What follows belongs to an exercise in optimizing a design on an open flow for small area, a short achievable clock period and few clock cycles per item; a production flow would make more cautious choices.
The RTL was checked by simulation tests, not by an equivalence proof against the original design.
Power and IR drop assume default switching activity.

==> module twn_bitpacker, before the edit <==
module twn_bitpacker (
    input  wire        clk,
    input  wire        rst,
    input  wire        en,         
    input  wire [1:0]  op,         
    input  wire        rd_sel,     
    input  wire [7:0]  imm,
    input  wire [63:0] a,
    output reg  [3:0]  status,
    output wire [63:0] result      
);
    localparam [3:0] ST_OK        = 4'd0;
    localparam [3:0] ST_OVERFLOW  = 4'd1;
    localparam [3:0] ST_UNDERFLOW = 4'd2;
    localparam [3:0] ST_TOO_WIDE  = 4'd3;
    localparam [3:0] ST_RANGE     = 4'd4;
    localparam [1:0] OP_INIT   = 2'd0;
    localparam [1:0] OP_APPEND = 2'd1;
    localparam [1:0] OP_READ   = 2'd2;
    localparam [1:0] OP_STAT   = 2'd3;
    reg [143:0] buf_q;
    reg [7:0]   wp_q;
    reg [7:0]   avail_q;
    reg [7:0]   free_q;
    integer j, k;
    wire        width_bad = (imm == 8'd0) || (imm > 8'd64);
    reg  [63:0] lmask;
    always @(*)
        for (j = 0; j < 64; j = j + 1)
            lmask[j] = imm[6] || (j < imm[5:0]);
    wire        too_wide  = ((a & ~lmask) != 64'd0);
    wire [8:0]  free_rem  = {1'b0, free_q}  - {1'b0, imm};
    wire [8:0]  avail_rem = {1'b0, avail_q} - {1'b0, imm};
    wire        overflow  = free_rem[8];
    wire        underflow = avail_rem[8];
    always @(*) begin
        status = ST_OK;
        case (op)
            OP_INIT: begin
                if (imm > 8'd144) status = ST_RANGE;
            end
            OP_APPEND: begin
                if (width_bad)     status = ST_RANGE;
                else if (too_wide) status = ST_TOO_WIDE;
                else if (overflow) status = ST_OVERFLOW;
            end
            OP_READ: begin
                if (width_bad)      status = ST_RANGE;
                else if (underflow) status = ST_UNDERFLOW;
            end
            default: ;
        endcase
    end
    wire ok = en && (status == ST_OK);
    always @(posedge clk) begin
        if (rst) begin
            wp_q    <= 8'd0;
            avail_q <= 8'd0;
            free_q  <= 8'd0;
        end else if (ok) begin
            case (op)
                OP_INIT: begin
                    wp_q    <= 8'd0;
                    avail_q <= 8'd0;
                    free_q  <= imm;
                end
                OP_APPEND: begin
                    wp_q    <= wp_q + imm;
                    avail_q <= avail_q + imm;
                    free_q  <= free_rem[7:0];
                end
                OP_READ: avail_q <= avail_rem[7:0];
                default: ;
            endcase
        end
    end
    wire [7:0] amt = rd_sel ? avail_rem[7:0] : (8'd144 - imm);
    function automatic [143:0] rotr144(input [143:0] v, input integer s);
        rotr144 = (v >> s) | (v << (144 - s));
    endfunction
    reg [143:0] rot;
    always @(*) begin
        rot = buf_q;
        for (k = 0; k < 8; k = k + 1)
            if (amt[k])
                rot = rotr144(rot, (1 << k) % 144);
    end
    always @(posedge clk) begin
        if (ok && op == OP_APPEND && !rst)
            buf_q <= {rot[143:64], (rot[63:0] & ~lmask) | a};
    end
    wire [7:0] rp_now  = wp_q - avail_q;
    wire [7:0] cap_now = wp_q + free_q;
    assign result = (op == OP_READ)  ? (rot[63:0] & lmask) :
                    (op == OP_STAT)  ? {32'd0, avail_q, cap_now, rp_now, wp_q} :
                                       64'd0;
endmodule
Settings: LEC_CHECK=0, ABC_CLOCK_PERIOD_IN_PS=4000, CAP_MARGIN=20, CORE_MARGIN=2, CORE_UTILIZATION=40, SETUP_SLACK_MARGIN=2.5, SLEW_MARGIN=20; clock period 8.0 ns.
run.sh (not shown) runs the stock make flow with config.mk's settings and CLKGATE_MAP_FILE= SYNTH_SCRIPT=/design/flow/synth_recipe.tcl, a recipe that flattens the netlist after the stock synthesis.
The starting point passed the timing, design-rule and antenna checks.
Testbench counts at the start, summed over its fixed seeds: cycles 43,275, commands 43,267.
Then changed:
--- a/flow/design.v
+++ b/flow/design.v
@@ -56,16 +56,25 @@
     reg [143:0] buf_q;
     reg [7:0]   wp_q;
     reg [7:0]   avail_q;
     reg [7:0]   free_q;
     integer j, k;
     wire        width_bad = (imm == 8'd0) || (imm > 8'd64);
+    reg  [63:0] therm;
     reg  [63:0] lmask;
-    always @(*)
-        for (j = 0; j < 64; j = j + 1)
-            lmask[j] = imm[6] || (j < imm[5:0]);
+    integer b;
+    always @(*) begin
+        therm = 64'd0;
+        for (b = 0; b < 6; b = b + 1)
+            for (j = (1 << (b + 1)) - 1; j >= 0; j = j - 1)
+                if (j >= (1 << b))
+                    therm[j] = imm[b] & therm[j - (1 << b)];
+                else
+                    therm[j] = imm[b] | therm[j];
+        lmask = therm | {64{imm[6]}};
+    end
     wire        too_wide  = ((a & ~lmask) != 64'd0);
     wire [8:0]  free_rem  = {1'b0, free_q}  - {1'b0, imm};
     wire [8:0]  avail_rem = {1'b0, avail_q} - {1'b0, imm};
     wire        overflow  = free_rem[8];
     wire        underflow = avail_rem[8];
     always @(*) begin
@@ -106,13 +115,22 @@
                 end
                 OP_READ: avail_q <= avail_rem[7:0];
                 default: ;
             endcase
         end
     end
-    wire [7:0] amt = rd_sel ? avail_rem[7:0] : (8'd144 - imm);
+    wire [7:0] base = rd_sel ? avail_q : 8'd144;
+    reg  [7:0] amt;
+    reg        borrow;
+    always @(*) begin
+        borrow = 1'b0;
+        for (k = 0; k < 8; k = k + 1) begin
+            amt[k] = base[k] ^ imm[k] ^ borrow;
+            borrow = (base[k] ~^ imm[k]) ? borrow : imm[k];
+        end
+    end
     function automatic [143:0] rotr144(input [143:0] v, input integer s);
         rotr144 = (v >> s) | (v << (144 - s));
     endfunction
     reg [143:0] rot;
     always @(*) begin
         rot = buf_q;
Utilization fell by 0.44 points.
Cell area rose by 5.0%.
Worst hold slack improved by 76 ps.
Clock-buffer cell count rose by 3.
Total power rose by 2.9%.
Testbench counts after the change, summed over its fixed seeds: cycles 43,275, commands 43,267.

========
twn_core, a different RTL version from the one above (not shown whole).
Size in the first run: roughly 3200 cells after synthesis, roughly 240 flip-flops, ~0.028 mm2 of cells after synthesis.
==> module twn_bitpacker, before the edit <==
module twn_bitpacker (
    input  wire        clk,
    input  wire        rst,
    input  wire        en,         
    input  wire [1:0]  op,         
    input  wire        rd_sel,     
    input  wire [7:0]  imm,
    input  wire [63:0] a,
    output reg  [3:0]  status,
    output wire [63:0] result      
);
    localparam [3:0] ST_OK        = 4'd0;
    localparam [3:0] ST_OVERFLOW  = 4'd1;
    localparam [3:0] ST_UNDERFLOW = 4'd2;
    localparam [3:0] ST_TOO_WIDE  = 4'd3;
    localparam [3:0] ST_RANGE     = 4'd4;
    localparam [1:0] OP_INIT   = 2'd0;
    localparam [1:0] OP_APPEND = 2'd1;
    localparam [1:0] OP_READ   = 2'd2;
    localparam [1:0] OP_STAT   = 2'd3;
    reg [143:0] buf_q;
    reg [7:0]   wp_q;
    reg [7:0]   avail_q;
    reg [7:0]   free_q;
    integer j;
    wire        width_bad = (imm == 8'd0) || (imm > 8'd64);
    reg  [63:0] lmask;
    always @(*)
        for (j = 0; j < 64; j = j + 1)
            lmask[j] = imm[6] || (j < imm[5:0]);
    wire        too_wide  = ((a & ~lmask) != 64'd0);
    wire [8:0]  free_rem  = {1'b0, free_q}  - {1'b0, imm};
    wire [8:0]  avail_rem = {1'b0, avail_q} - {1'b0, imm};
    wire        overflow  = free_rem[8];
    wire        underflow = avail_rem[8];
    always @(*) begin
        status = ST_OK;
        case (op)
            OP_INIT: begin
                if (imm > 8'd144) status = ST_RANGE;
            end
            OP_APPEND: begin
                if (width_bad)     status = ST_RANGE;
                else if (too_wide) status = ST_TOO_WIDE;
                else if (overflow) status = ST_OVERFLOW;
            end
            OP_READ: begin
                if (width_bad)      status = ST_RANGE;
                else if (underflow) status = ST_UNDERFLOW;
            end
            default: ;
        endcase
    end
    wire ok = en && (status == ST_OK);
    always @(posedge clk) begin
        if (rst) begin
            wp_q    <= 8'd0;
            avail_q <= 8'd0;
            free_q  <= 8'd0;
        end else if (ok) begin
            case (op)
                OP_INIT: begin
                    wp_q    <= 8'd0;
                    avail_q <= 8'd0;
                    free_q  <= imm;
                end
                OP_APPEND: begin
                    wp_q    <= wp_q + imm;
                    avail_q <= avail_q + imm;
                    free_q  <= free_rem[7:0];
                end
                OP_READ: avail_q <= avail_rem[7:0];
                default: ;
            endcase
        end
    end
    wire [7:0] amt = rd_sel ? avail_rem[7:0] : (8'd144 - imm);
    wire [144*9-1:0] st;     
    assign st[143:0] = buf_q;
    genvar g, i;
    generate
        for (g = 0; g < 8; g = g + 1) begin : g_stage
            localparam integer R = (1 << g) % 144;
            wire sel   = amt[g];
            wire sel_n = ~amt[g];
            for (i = 0; i < 144; i = i + 1) begin : g_bit
                twn_oai22 u_c (.a1(st[144*g + i]), .a2(sel),
                               .b1(st[144*g + (i + R) % 144]), .b2(sel_n),
                               .y(st[144*(g+1) + i]));
            end
        end
    endgenerate
    wire [143:0] rot = st[144*8 +: 144];
    always @(posedge clk) begin
        if (ok && op == OP_APPEND && !rst)
            buf_q <= {rot[143:64], (rot[63:0] & ~lmask) | a};
    end
    wire [7:0] rp_now  = wp_q - avail_q;
    wire [7:0] cap_now = wp_q + free_q;
    assign result = (op == OP_READ)  ? (rot[63:0] & lmask) :
                    (op == OP_STAT)  ? {32'd0, avail_q, cap_now, rp_now, wp_q} :
                                       64'd0;
endmodule
==> module twn_core, before the edit <==
module twn_core (
    input  wire        clk,
    input  wire        rst,           
    input  wire        cmd_valid,
    output wire        cmd_ready,
    input  wire [15:0] cmd_cw,
    input  wire [63:0] cmd_a,
    output reg         rsp_valid,
    output reg  [3:0]  rsp_status,
    output wire [63:0] rsp_result
);
    localparam [3:0] ST_OK      = 4'd0;
    localparam [3:0] ST_RANGE   = 4'd4;
    localparam [3:0] ST_ILLEGAL = 4'd8;
    localparam integer SPLIT = 5;     
    wire [3:0] opc  = cmd_cw[15:12];
    wire [3:0] len  = cmd_cw[11:8];
    wire [7:0] imm  = cmd_cw[7:0];
    wire fmt_z_ok = (len == 4'd0) && (imm == 8'd0);
    wire fmt_i_ok = (len == 4'd0);
    wire is_nop  = (opc == 4'h0) && fmt_z_ok;
    wire is_init = (opc == 4'h6) && fmt_i_ok;
    wire is_app  = (opc == 4'h7) && fmt_i_ok;
    wire is_read = (opc == 4'h8) && fmt_i_ok;
    wire is_stat = (opc == 4'h9) && fmt_z_ok;
    wire is_fwd  = (opc == 4'hA) && fmt_z_ok;
    wire is_inv  = (opc == 4'hB) && fmt_z_ok;
    wire is_bp   = is_init || is_app || is_read || is_stat;
    wire is_diff = is_fwd || is_inv;
    assign cmd_ready = 1'b1;
    wire accept = cmd_valid;
    wire [1:0]  bp_op = is_init ? 2'd0 : is_app ? 2'd1 : is_read ? 2'd2 : 2'd3;
    wire [3:0]  bp_status;
    wire [63:0] bp_result;
    twn_bitpacker u_bp (
        .clk    (clk),
        .rst    (rst),
        .en     (accept && is_bp),
        .op     (bp_op),
        .rd_sel (opc[3]),
        .imm    (imm),
        .a      (cmd_a),
        .status (bp_status),
        .result (bp_result)
    );
    wire        inv_a      = opc[0];
    wire        diff_range = (cmd_a[63:48] != 16'd0);
    wire [47:0] diff_in    = inv_a ? {cmd_a[23:0], cmd_a[47:24]} : cmd_a[47:0];
    wire [47:0] diff_mid;
    twn_diffuser #(.FIRST(0), .COUNT(SPLIT)) u_diff_a (
        .inv (inv_a),
        .x   (diff_in),
        .y   (diff_mid)
    );
    reg [3:0] status;
    always @(*) begin
        if (is_bp)
            status = bp_status;
        else if (is_diff)
            status = diff_range ? ST_RANGE : ST_OK;
        else if (is_nop)
            status = ST_OK;
        else
            status = ST_ILLEGAL;
    end
    reg [63:0] res_q;       
    reg        diff_q;      
    reg        bp_q;        
    reg        inv_q;
    always @(posedge clk) begin
        if (rst)
            rsp_valid <= 1'b0;
        else
            rsp_valid <= accept;
        rsp_status <= status;
        res_q      <= is_diff ? {16'd0, diff_mid} : bp_result;
        diff_q     <= is_diff && !diff_range;
        bp_q       <= is_bp && (bp_status == ST_OK);
        inv_q      <= inv_a;
    end
    wire [47:0] diff_out;
    twn_diffuser #(.FIRST(SPLIT), .COUNT(8 - SPLIT)) u_diff_b (
        .inv (inv_q),
        .x   (res_q[47:0]),
        .y   (diff_out)
    );
    wire [47:0] diff_res = inv_q ? {diff_out[23:0], diff_out[47:24]} : diff_out;
    assign rsp_result = diff_q ? {16'd0, diff_res} : bp_q ? res_q : 64'd0;
endmodule
clock: 8.0 ns
lec_check: 0
abc_clock_period_in_ps: 4000
cap_margin: 20
core_margin: 2
core_utilization: 35
setup_slack_margin: 3.1
slew_margin: 20
synth_hierarchical: 1
standard.sh (not shown) runs the stock make flow with config.mk's settings and CLKGATE_MAP_FILE= SYNTH_SCRIPT=/design/flow/synth_recipe.tcl, a recipe that flattens the netlist after the stock synthesis.
==> flow/flow/run.sh <==
#!/bin/bash
# The standard layout, with the ports buffered by buf_2 cells instead of the
# buffer_ports default. Everything else is the standard flow's own flow (standard.sh).
set -euo pipefail
bash standard.sh "BUFFER_PORTS_ARGS=-buffer_cell sky130_fd_sc_hd__buf_2" finish > orfs_make.log 2>&1
Testbench counts at the start, summed over its fixed seeds: cycles 43,275, commands 43,267.
==> next run, changes <==
--- a/flow/design.v
+++ b/flow/design.v
@@ -45,5 +45,6 @@
     input  wire [63:0] a,
     output reg  [3:0]  status,
-    output wire [63:0] result      
+    output wire [63:0] rd_bits,    
+    output wire [31:0] stat_word   
 );
     localparam [3:0] ST_OK        = 4'd0;
@@ -135,7 +136,6 @@
     wire [7:0] rp_now  = wp_q - avail_q;
     wire [7:0] cap_now = wp_q + free_q;
-    assign result = (op == OP_READ)  ? (rot[63:0] & lmask) :
-                    (op == OP_STAT)  ? {32'd0, avail_q, cap_now, rp_now, wp_q} :
-                                       64'd0;
+    assign rd_bits   = rot[63:0];
+    assign stat_word = {avail_q, cap_now, rp_now, wp_q};
 endmodule
 module twn_oai22 (
@@ -181,5 +181,6 @@
     wire [1:0]  bp_op = is_init ? 2'd0 : is_app ? 2'd1 : is_read ? 2'd2 : 2'd3;
     wire [3:0]  bp_status;
-    wire [63:0] bp_result;
+    wire [63:0] rd_bits;
+    wire [31:0] stat_word;
     twn_bitpacker u_bp (
         .clk    (clk),
@@ -191,5 +192,6 @@
         .a      (cmd_a),
         .status (bp_status),
-        .result (bp_result)
+        .rd_bits   (rd_bits),
+        .stat_word (stat_word)
     );
     wire        inv_a      = opc[0];
@@ -216,4 +218,6 @@
     reg        diff_q;      
     reg        bp_q;        
+    reg        rd_q;        
+    reg [6:0]  w_q;         
     reg        inv_q;
     always @(posedge clk) begin
@@ -223,7 +227,10 @@
             rsp_valid <= accept;
         rsp_status <= status;
-        res_q      <= is_diff ? {16'd0, diff_mid} : bp_result;
+        res_q      <= opc[1] ? {16'd0, diff_mid} :
+                      opc[0] ? {32'd0, stat_word} : rd_bits;
         diff_q     <= is_diff && !diff_range;
-        bp_q       <= is_bp && (bp_status == ST_OK);
+        bp_q       <= (is_read || is_stat) && (bp_status == ST_OK);
+        rd_q       <= opc[3] && !opc[0];
+        w_q        <= imm[6:0];
         inv_q      <= inv_a;
     end
@@ -235,4 +242,10 @@
     );
     wire [47:0] diff_res = inv_q ? {diff_out[23:0], diff_out[47:24]} : diff_out;
-    assign rsp_result = diff_q ? {16'd0, diff_res} : bp_q ? res_q : 64'd0;
-endmodule
+    reg  [63:0] therm;
+    integer j;
+    always @(*)
+        for (j = 0; j < 64; j = j + 1)
+            therm[j] = (j < w_q[5:0]);
+    wire [63:0] keep = therm | {64{w_q[6] | !rd_q}};
+    assign rsp_result = diff_q ? {16'd0, diff_res} : bp_q ? (res_q & keep) : 64'd0;
+endmodule
Effect: Setup slack loses 0.17 ns. Routed wire length is about the same. Synthesized area went up by a few percent. Power grows by well over a third. Synthesized cell count rose by a few percent. Combinational power goes up by well over a third. First-iteration DRC count climbs by about a fifth. Register-to-register slack loses 0.09 ns. Cell count is higher slightly. Non-clock buffer count goes up by 8. Core utilization falls by 0.65 points. Global-route usage shrinks by 0.67 points. Clock skew climbs by 0.023 ns. Sequential cell count climbs by 8.
Testbench counts after the change, summed over its fixed seeds: cycles 43,275, commands 43,267.

## static timing again, ports no longer ideal
The results above use ideal ports. As a check the final layouts listed here were re-extracted and re-timed, cells and wires unchanged. Step 1 (the two cells are an assumption about what drives the block):
set clk [get_ports {clk}]
set_driving_cell -lib_cell sky130_fd_sc_hd__clkbuf_16 $clk
set_driving_cell -lib_cell sky130_fd_sc_hd__buf_2 [delete_from_list [all_inputs] $clk]
Step 2 adds t to the input delays and takes it off the output delays; t is the mean of the earliest and latest rising clock arrival at the registers after step 1. Input paths then give back, and output paths get back, about the clock's delay inside the block. Three values: ideal, step 1, step 2; two values: the first two.
run | t, ns | setup WS [ns] | worst hold slack (ns) | worst slew at a driven data input, ns | pins driven straight from the clock port
the first run of note 1 | 0.671 | 2.515 / 2.500 / 1.879 | 0.480 / 0.480 / 0.480 | 0.11 | 1
the second run of note 1 | 0.699 | 2.423 / 2.468 / 1.769 | 0.556 / 0.556 / 0.556 | 0.04 | 1
the first run of note 2 | 0.625 | 2.875 / 2.902 / 2.277 | 0.519 / 0.519 / 0.519 | 0.11 | 1
the second run of note 2 | 0.675 | 2.703 / 2.726 / 2.051 | 0.561 / 0.561 / 0.561 | 0.15 | 1
After both steps setup and hold are still met in every run listed. For the second run of note 1, which loses most, drivers alone change the setup slack by +0.045 ns; drivers and shift together by -0.654 ns.
